Context: an optimization exercise on an open-source flow, tuned for small area. The choices shown serve that exercise and are no tape-out recipe. Function was checked by simulation only, so behaviour that the tests miss may differ from the original. Power and IR drop assume default switching activity.

## flow/run.sh

```bash
#!/bin/bash
# synth_recipe.tcl (not shown) runs the flow's synth.tcl, then flattens the netlist and writes it again
# the make line also repeats each setting of config.mk as NAME=value (left out here)
make -C /OpenROAD-flow-scripts/flow DESIGN_CONFIG=/design/flow/config.mk WORK_HOME=/design/flow/orfs CLKGATE_MAP_FILE= SYNTH_SCRIPT=/design/flow/synth_recipe.tcl finish
```

## flow/config.mk

```make
export PLATFORM = sky130hd
export DESIGN_NAME = slink_engine
export DESIGN_NICKNAME = slink_engine
export VERILOG_FILES = /design/flow/design.v
export SDC_FILE = /design/flow/constraint.sdc
export NUM_CORES = 4
export LEC_CHECK = 0
export CAP_MARGIN = 20
export CORE_MARGIN = 2
export CORE_UTILIZATION = 40
export SLEW_MARGIN = 20
```

## flow/constraint.sdc

```tcl
create_clock -name core_clock -period 20.0 [get_ports {clk}]
set_input_delay 4.0000 -clock core_clock [delete_from_list [all_inputs] [get_ports {clk}]]
set_output_delay 4.0000 -clock core_clock [all_outputs]
set_load 0.01 [all_outputs]
```

## flow/design.v

```verilog
module slink_engine (
    input  wire         clk,
    input  wire         rst,           
    input  wire [31:0]  now,           
    input  wire         ev_valid,
    input  wire         ev_level,      
    input  wire [31:0]  ev_tick,
    input  wire         dec_en,
    input  wire         send_valid,
    input  wire [5:0]   send_len,
    input  wire [255:0] send_str,
    input  wire         hw_fail,
    output wire         tx,
    output reg          req_done,
    output reg  [1:0]   req_result,    
    output reg          send_ok,
    output reg          rx_byte_valid,
    output wire [7:0]   rx_byte,
    output reg          rx_stray_valid,
    output wire [2:0]   rx_stray_n,
    output reg          rx_frame_end
);
    localparam FIFO_CAP = 200;
    localparam [1:0] TX_IDLE  = 2'b00;
    localparam [1:0] TX_GUARD = 2'b01;
    localparam [1:0] TX_SPACE = 2'b10;
    localparam [1:0] TX_MARK  = 2'b11;
    function [31:0] sub32;           
        input [31:0] a;
        input [31:0] b;
        reg          bw;
        integer      k;
        begin
            bw = 1'b0;
            for (k = 0; k < 32; k = k + 1) begin
                sub32[k] = a[k] ^ b[k] ^ bw;
                bw       = (~a[k] & b[k]) | (~(a[k] ^ b[k]) & bw);
            end
        end
    endfunction
    function [14:0] dec15;           
        input [14:0] a;
        reg          bw;
        integer      k;
        begin
            bw = 1'b1;
            for (k = 0; k < 15; k = k + 1) begin
                dec15[k] = a[k] ^ bw;
                bw       = bw & ~a[k];
            end
        end
    endfunction
    function [7:0] inc8;             
        input [7:0] a;
        reg         cy;
        integer     k;
        begin
            cy = 1'b1;
            for (k = 0; k < 8; k = k + 1) begin
                inc8[k] = a[k] ^ cy;
                cy      = cy & a[k];
            end
        end
    endfunction
    reg         halted;
    wire        run = !halted && !hw_fail;
    reg [31:0]  last_interrupt_tick;
    reg [31:0]  last_falling_edge_tick;
    reg [7:0]   shreg;
    reg [2:0]   bit_cnt;
    reg         cnt_zero;
    reg         partial_frame;
    reg         q_gap [0:FIFO_CAP-1];
    reg         q_one [0:FIFO_CAP-1];
    reg [7:0]   q_rd;
    reg [7:0]   q_wr;
    reg         q_dir;           
    reg [1:0]   tx_state;
    reg [127:0] tx_bits;         
    reg [4:0]   tx_nbytes;
    reg [7:0]   tx_idx;          
    reg [14:0]  tx_timer;        
    assign tx         = (tx_state == TX_MARK);
    assign rx_byte    = shreg;
    assign rx_stray_n = bit_cnt;
    wire [31:0] idle_diff = sub32(now, last_falling_edge_tick);
    wire        bus_idle  = (|idle_diff[31:15]) || idle_diff[14:0] > 15'd21800;
    reg         parse_ok;
    reg [127:0] parse_bits;
    reg [7:0]   c;
    reg         hex;
    integer     i;
    always @(*) begin
        parse_ok   = !send_len[0] && (!send_len[5] || send_len[4:0] == 5'd0);
        parse_bits = 128'd0;
        for (i = 0; i < 32; i = i + 1) begin
            c   = send_str[8*i +: 8];
            hex = (c[7:4] == 4'h3 && c[3:0] <= 4'd9) ||
                  (c[7] == 1'b0 && c[6] && c[4:3] == 2'b00 &&
                   c[2:0] != 3'd0 && c[2:0] != 3'd7);
            if (i < send_len && !hex)
                parse_ok = 1'b0;
            parse_bits[127 - 4*i] = c[3] | c[6];
            parse_bits[126 - 4*i] = c[2] ^ (c[6] & c[1] & c[0]);
            parse_bits[125 - 4*i] = c[1] ^ (c[6] & c[0]);
            parse_bits[124 - 4*i] = c[0] ^ c[6];
        end
    end
    wire [31:0] since_last_edge = sub32(ev_tick, last_interrupt_tick);
    wire        ev_accept       = ev_valid && ((|since_last_edge[31:7]) || since_last_edge[6:0] >= 7'd100);
    wire [31:0] low_duration    = sub32(ev_tick, last_falling_edge_tick);
    wire        s_hi            = |low_duration[31:12];
    wire        s_gap           = s_hi || low_duration[11:0] >= 12'd2010;
    wire        s_one           = s_hi || low_duration[11:0] >= 12'd910;
    wire        q_push          = run && ev_accept && ev_level;
    wire        q_same    = (q_rd == q_wr);
    wire        q_empty   = q_same && !q_dir;
    wire        q_full    = q_same && q_dir;
    wire        head_gap  = q_gap[q_rd];
    wire        head_one  = q_one[q_rd];
    wire        dec_sample = run && dec_en && !q_empty;
    wire        dec_flush  = run && dec_en && q_empty && partial_frame && bus_idle;
    wire        q_pop      = dec_sample;
    wire        cnt_nz     = !cnt_zero && bit_cnt != 3'd0;
    wire [7:0]  q_rd_inc = (q_rd == FIFO_CAP - 1) ? 8'd0 : inc8(q_rd);
    wire [7:0]  q_wr_inc = (q_wr == FIFO_CAP - 1) ? 8'd0 : inc8(q_wr);
    wire        tx_busy   = (tx_state != TX_IDLE) || !bus_idle;
    wire        send_acc  = run && send_valid && parse_ok && !tx_busy;
    wire        tx_seg_end = (tx_timer == 15'd0);
    wire        tx_last    = (tx_idx == {tx_nbytes, 3'b000});
    wire        tx_bit     = tx_bits[~tx_idx[6:0]];
    always @(posedge clk) begin
        if (q_push)
            {q_gap[q_wr], q_one[q_wr]} <= {s_gap, s_one};
        if (send_acc)
            tx_bits <= parse_bits;
        req_result <= {parse_ok && tx_busy, !parse_ok};
        if (rst) begin
            halted                 <= 1'b0;
            last_interrupt_tick    <= 32'd0;
            last_falling_edge_tick <= 32'd0;
            cnt_zero               <= 1'b1;
            partial_frame          <= 1'b0;
            q_rd                   <= 8'd0;
            q_wr                   <= 8'd0;
            q_dir                  <= 1'b0;
            tx_state               <= TX_IDLE;
            req_done               <= 1'b0;
            send_ok                <= 1'b0;
            rx_byte_valid          <= 1'b0;
            rx_stray_valid         <= 1'b0;
            rx_frame_end           <= 1'b0;
        end else begin
            if (hw_fail)
                halted <= 1'b1;
            req_done       <= run && send_valid;
            send_ok        <= run && tx_state == TX_GUARD && tx_seg_end;
            rx_byte_valid  <= dec_sample && !head_gap && !cnt_zero && bit_cnt == 3'd7;
            rx_stray_valid <= (dec_flush || (dec_sample && head_gap)) && cnt_nz;
            rx_frame_end   <= dec_flush;
            if (dec_sample && !head_gap) begin
                partial_frame <= 1'b1;
                shreg         <= {shreg[6:0], head_one};
                bit_cnt       <= cnt_zero ? 3'd1 : {bit_cnt[2] ^ (bit_cnt[1] & bit_cnt[0]), bit_cnt[1] ^ bit_cnt[0], ~bit_cnt[0]};
                cnt_zero      <= 1'b0;
            end else if (dec_sample || dec_flush) begin
                cnt_zero      <= 1'b1;
            end
            if (dec_flush)
                partial_frame <= 1'b0;
            if (q_push)
                q_wr <= q_wr_inc;
            if (q_pop || (q_push && q_full))
                q_rd <= q_rd_inc;
            if (q_push && !q_pop)
                q_dir <= 1'b1;
            else if (q_pop && !q_push)
                q_dir <= 1'b0;
            if (run && ev_accept) begin
                last_interrupt_tick <= ev_tick;
                if (!ev_level)
                    last_falling_edge_tick <= ev_tick;
            end
            if (send_acc) begin
                tx_state  <= TX_MARK;
                tx_nbytes <= send_len[5:1];
                tx_idx    <= 8'd0;
                tx_timer  <= 15'd2399;
            end else if (run && tx_state != TX_IDLE) begin
                if (!tx_seg_end) begin
                    tx_timer <= dec15(tx_timer);
                end else if (tx_state == TX_MARK) begin
                    tx_state <= TX_SPACE;
                    tx_timer <= 15'd599;
                end else if (tx_state == TX_GUARD) begin
                    tx_state <= TX_IDLE;
                end else if (tx_last) begin
                    tx_state <= TX_GUARD;
                    tx_timer <= 15'd19999;
                end else begin
                    tx_state <= TX_MARK;
                    tx_timer <= tx_bit ? 15'd1199 : 15'd599;
                    tx_idx   <= inc8(tx_idx);
                end
            end
        end
    end
endmodule
```

==> results.txt <==
-- metrics by stage --
step | instance area, sq um | hold WS, ns
after CTS | 39700 | 0.455
after floorplan | 32800 | 0.436
after global routing | 39700 | 0.465
after global placement | 37500 | 0.442
final | 39700 | 0.453
after detailed placement | 37500 | 0.439
-- flip-flops by register name (all words and copies together) (netlist names), 15 cells and up, named ones only --
register	cells
last_interrupt_tick	32
q_gap	200
tx_bits	128
q_one	200
tx_timer	15
last_falling_edge_tick	32
-- cells in the final DEF, fill, tap and decap left out, types with 6 or more instances in the layout --
cell | Yosys | layout
or3_1 | 21 | 21
nor2_1 | 286 | 286
a31oi_1 | 13 | 12
o32ai_1 | 9 | 9
ha_1 | 74 | 74
nor3b_1 | 6 | 6
clkbuf_16 | 0 | 76
nor3_1 | 27 | 27
clkinv_1 | 1 | 22
o21a_1 | 11 | 11
o22ai_1 | 11 | 11
clkdlybuf4s50_1 | 0 | 350
inv_1 | 119 | 118
nand4b_1 | 6 | 6
xor2_1 | 43 | 43
edfxtp_1 | 567 | 567
xnor2_1 | 39 | 39
nand3_1 | 83 | 83
a22oi_1 | 17 | 17
a211oi_1 | 6 | 6
fa_1 | 90 | 90
and2_4 | 6 | 6
a21oi_1 | 92 | 92
clkbuf_1 | 80 | 20
buf_4 | 3 | 23
mux2i_1 | 74 | 74
o21ai_0 | 41 | 41
nand2b_1 | 20 | 20
o211ai_1 | 6 | 6
clkinv_2 | 0 | 6
nand2_1 | 167 | 167
dfxtp_1 | 101 | 95
nand3b_1 | 17 | 17
and3_1 | 31 | 31
nand4_1 | 30 | 30
and2_1 | 8 | 8
nor4b_1 | 9 | 9
mux4_2 | 132 | 132
or2_2 | 33 | 33
nor2b_1 | 21 | 20
-- power by group through the flow --
stage	Sequential [mW]	Clock (mW)	Combinational (mW)
floorplan	1.53	0	0.0836
finish	1.51	1.28	0.211
global placement	1.54	0	0.207
detailed placement	1.54	0	0.209
CTS	1.51	1.31	0.212
global route	1.51	1.36	0.229
-- synthesized netlist by cell type, types with 5 or more instances --
cell type / instances
o21ai_0: 41
nor2_1: 286
nand3_1: 83
ha_1: 74
or3b_1: 5
nand2_1: 167
buf_1: 8
nand4_1: 30
a21oi_1: 92
nor3b_1: 6
mux4_2: 132
and3_1: 31
edfxtp_1: 567
nand3b_1: 17
a22oi_1: 17
clkbuf_1: 80
nand4b_1: 6
mux2i_1: 74
nor4_1: 5
or2_2: 33
buf_2: 18
inv_1: 119
xnor2_1: 39
nor3_1: 27
a31oi_1: 13
dfxtp_1: 101
o32ai_1: 9
o21a_1: 11
fa_1: 90
o211ai_1: 6
and2_4: 6
and2_1: 8
o22ai_1: 11
nor4b_1: 9
xor2_1: 43
a41oi_1: 5
nand2b_1: 20
nor2b_1: 21
or3_1: 21
a211oi_1: 6
-- layout make-up --
type                       count  area, sq um  area share
sequential                   668        19100       0.480
multi-input combinational   1520        12900       0.324
timing repair buffer         375         3720      0.0936
clock buffer                  96         1980      0.0498
tap                         1070         1340      0.0337
inverter                     122          460      0.0116
clock inverter                36          274     0.00690
-- kinds of logic after synthesis --
kind of cell / after synthesis
AND/OR/NAND/NOR: 802
AO/OA/AOI/OAI: 264
adder cells (fa/ha/maj): 164
multiplexers: 208
XOR/XNOR: 82
buffers and inverters: 234
flip-flops: 668
-- path summary, 6_finish.rpt --
kind,to,from,slack (ns),cells past startpoint
setup reg to reg,q_rd[7],last_interrupt_tick[0],5.58,43
hold reg to reg,shreg[1],shreg[0],0.45,0
setup / recovery,q_rd[7],ev_tick[0],1.91,45
hold / removal,shreg[1],shreg[0],0.45,0
-- layer usage --
layer  vias to the layer above  GRT usage  part of all wire
met4                         2     0.0709             0.032
met3                       189     0.0405             0.075
met2                       887      0.371              0.49
met5                         -          0          0.000074
li1                       9716          -                 -
met1                     11105      0.299              0.41
==> metrics.yaml <==
clocking:
  cts.clk_slew.worst_paths_ns: 0.06
  clk_path_buf_depth: 3
  cts_tree: "yes"
  htreeDepth: 3
  cts-root-buf: "clkbuf_16"
  numCtsBuffers: 74
  postCtsSetupBuffers: 0
  clk_latency_ns: 0.62
  holdBufCountCts: 0
  cts_repair_resize_count: 0
  clock_sinks: 668
power_and_ir_drop:
  internal_power_mw: 2.34
  clockPowerShare: 0.427
  switching_share: 0.218
  irDropWorstVdd_mv: 0.0515
  pwr-share-comb: 0.070
  p_per_area_nw_per_um2: 75.5
  total_power_mw: 3.00
  switchingPower_uw: 653
  pwr-share-seq: 0.503
  p_leak_nw: 14.3
synth:
  synthesis.nets: 2919
  synthSimpleGateAreaFrac: 0.120
  synthTopCellsByArea: "edfxtp_1, mux4_2, dfxtp_1"
  synthMuxAreaShare: 0.114
  synth-edff-count: 567
  syn_area_per_cell_sq_um: 13.6
  yosys.area.top_type_share: 0.519
  synth_compound_area_frac: 0.0528
  ys_seq_area_frac: 0.580
  synth_xor_area_frac: 0.0219
  ys_ff_latch: 668
  synth_area_leader_cell: "edfxtp_1"
  synth_cell_types: 85
  syn_inst: 2422
  synthAdderAreaFrac: 0.0831
  yosysWarningCount: 1
  synth_top_family_by_area: "simple AND/OR/NAND/NOR gates"
  synth_ff_type: "edfxtp_1"
  synth_area_sq_um: 32800
  ys_async_sr_fraction: 0
route:
  wl_per_cell_um: 24.4
  via_per_inst: 5.63
  postRouteWirelength_mm: 95.0
  drc: 0
  drt_iter0_drc: 1956
  vias: 21899
  first_pass_iters: 6
  ant_nets: 0
timing:
  finalHoldViolCount: 0
  worstMarginPinSlew_ns: 1.24
  max_freq_ghz: 0.0553
  setup-violations-final: 0
  final.min_clock_period_ns: 18.09
  period_share: 0.904
  fin_skew_ns: 0.0275
  tns_ns: 0
  rsz0062_at_grt: "false"
  max_slew_margin: 0.168
  setup_ws_ns: 1.91
  maxSlewViolCount: 0
setup_path:
  cp_common_cell: "fa_1"
  start_kind: "input pin"
  critPathBufInv: 7
  cp.required_ns: 20.54
  path_delay_family: "adder cells"
  slowest_delay_ns: 0.74
  crit_type: "in2reg"
  path_max_fanout: 16
  cp.arrival_ns: 18.62
  cpMaxStageDelayCell: "a31oi_1"
  endpoint_kind: "register"
floorplanning:
  start_util: 0.402
  ios: 352
  dieHeight_um: 290
  coreArea_sq_um: 81700
  die_area_sq_um: 84400
  std_cell_rows: 105
  fp.dieW_um: 290
global_routing:
  grt.total_usage: 0.224
  grt_max_degree: 201
  antenna_found_initial: 2
  grt_pass1_wl_mm: 143
  grt_overflow: 0
  grt_pass1_vias: 22669
finish:
  diodes: 0
  nNetsFinal: 3258
  instances_no_fill: 3887
  syn2layout_area_growth_pct: 21.0
  finish.utilization: 0.486
  drive_gt1_frac: 0.112
  final.fill_count: 7097
status:
  status: "finished clean"
placed_design:
  io_buffers: 351
  dpl_worst_slack_ns: 1.31
  gp_congestion: 0.905
  hpwlAfterDp_mm: 65.0
  dp.cells: 3755
min_path:
  hold_path.class: "reg2reg"
run:
  drv_cap: 0

==> afterwards: timing with drivers on the ports <==
In the flow no input, the clock included, has a driving cell. The finished layout below was timed again as built, in two steps. Step 1 assumes that a clkbuf_16 drives the clock port and a buf_2 every other input. Step 2 also shifts input and output timing later by t, the mid clock arrival at the registers, as if the neighbouring blocks saw the same clock. Three values: ideal ports, drivers, drivers and shift; two values: the first two.
t (ns): 0.671
setup slack, ns: 1.911 / 1.944 / 1.273
worst data-port slew with drivers (ns): 0.10
After both steps this run still meets setup and hold. The setup slack of this run moves by +0.033 ns with the drivers and by -0.638 ns with both steps.
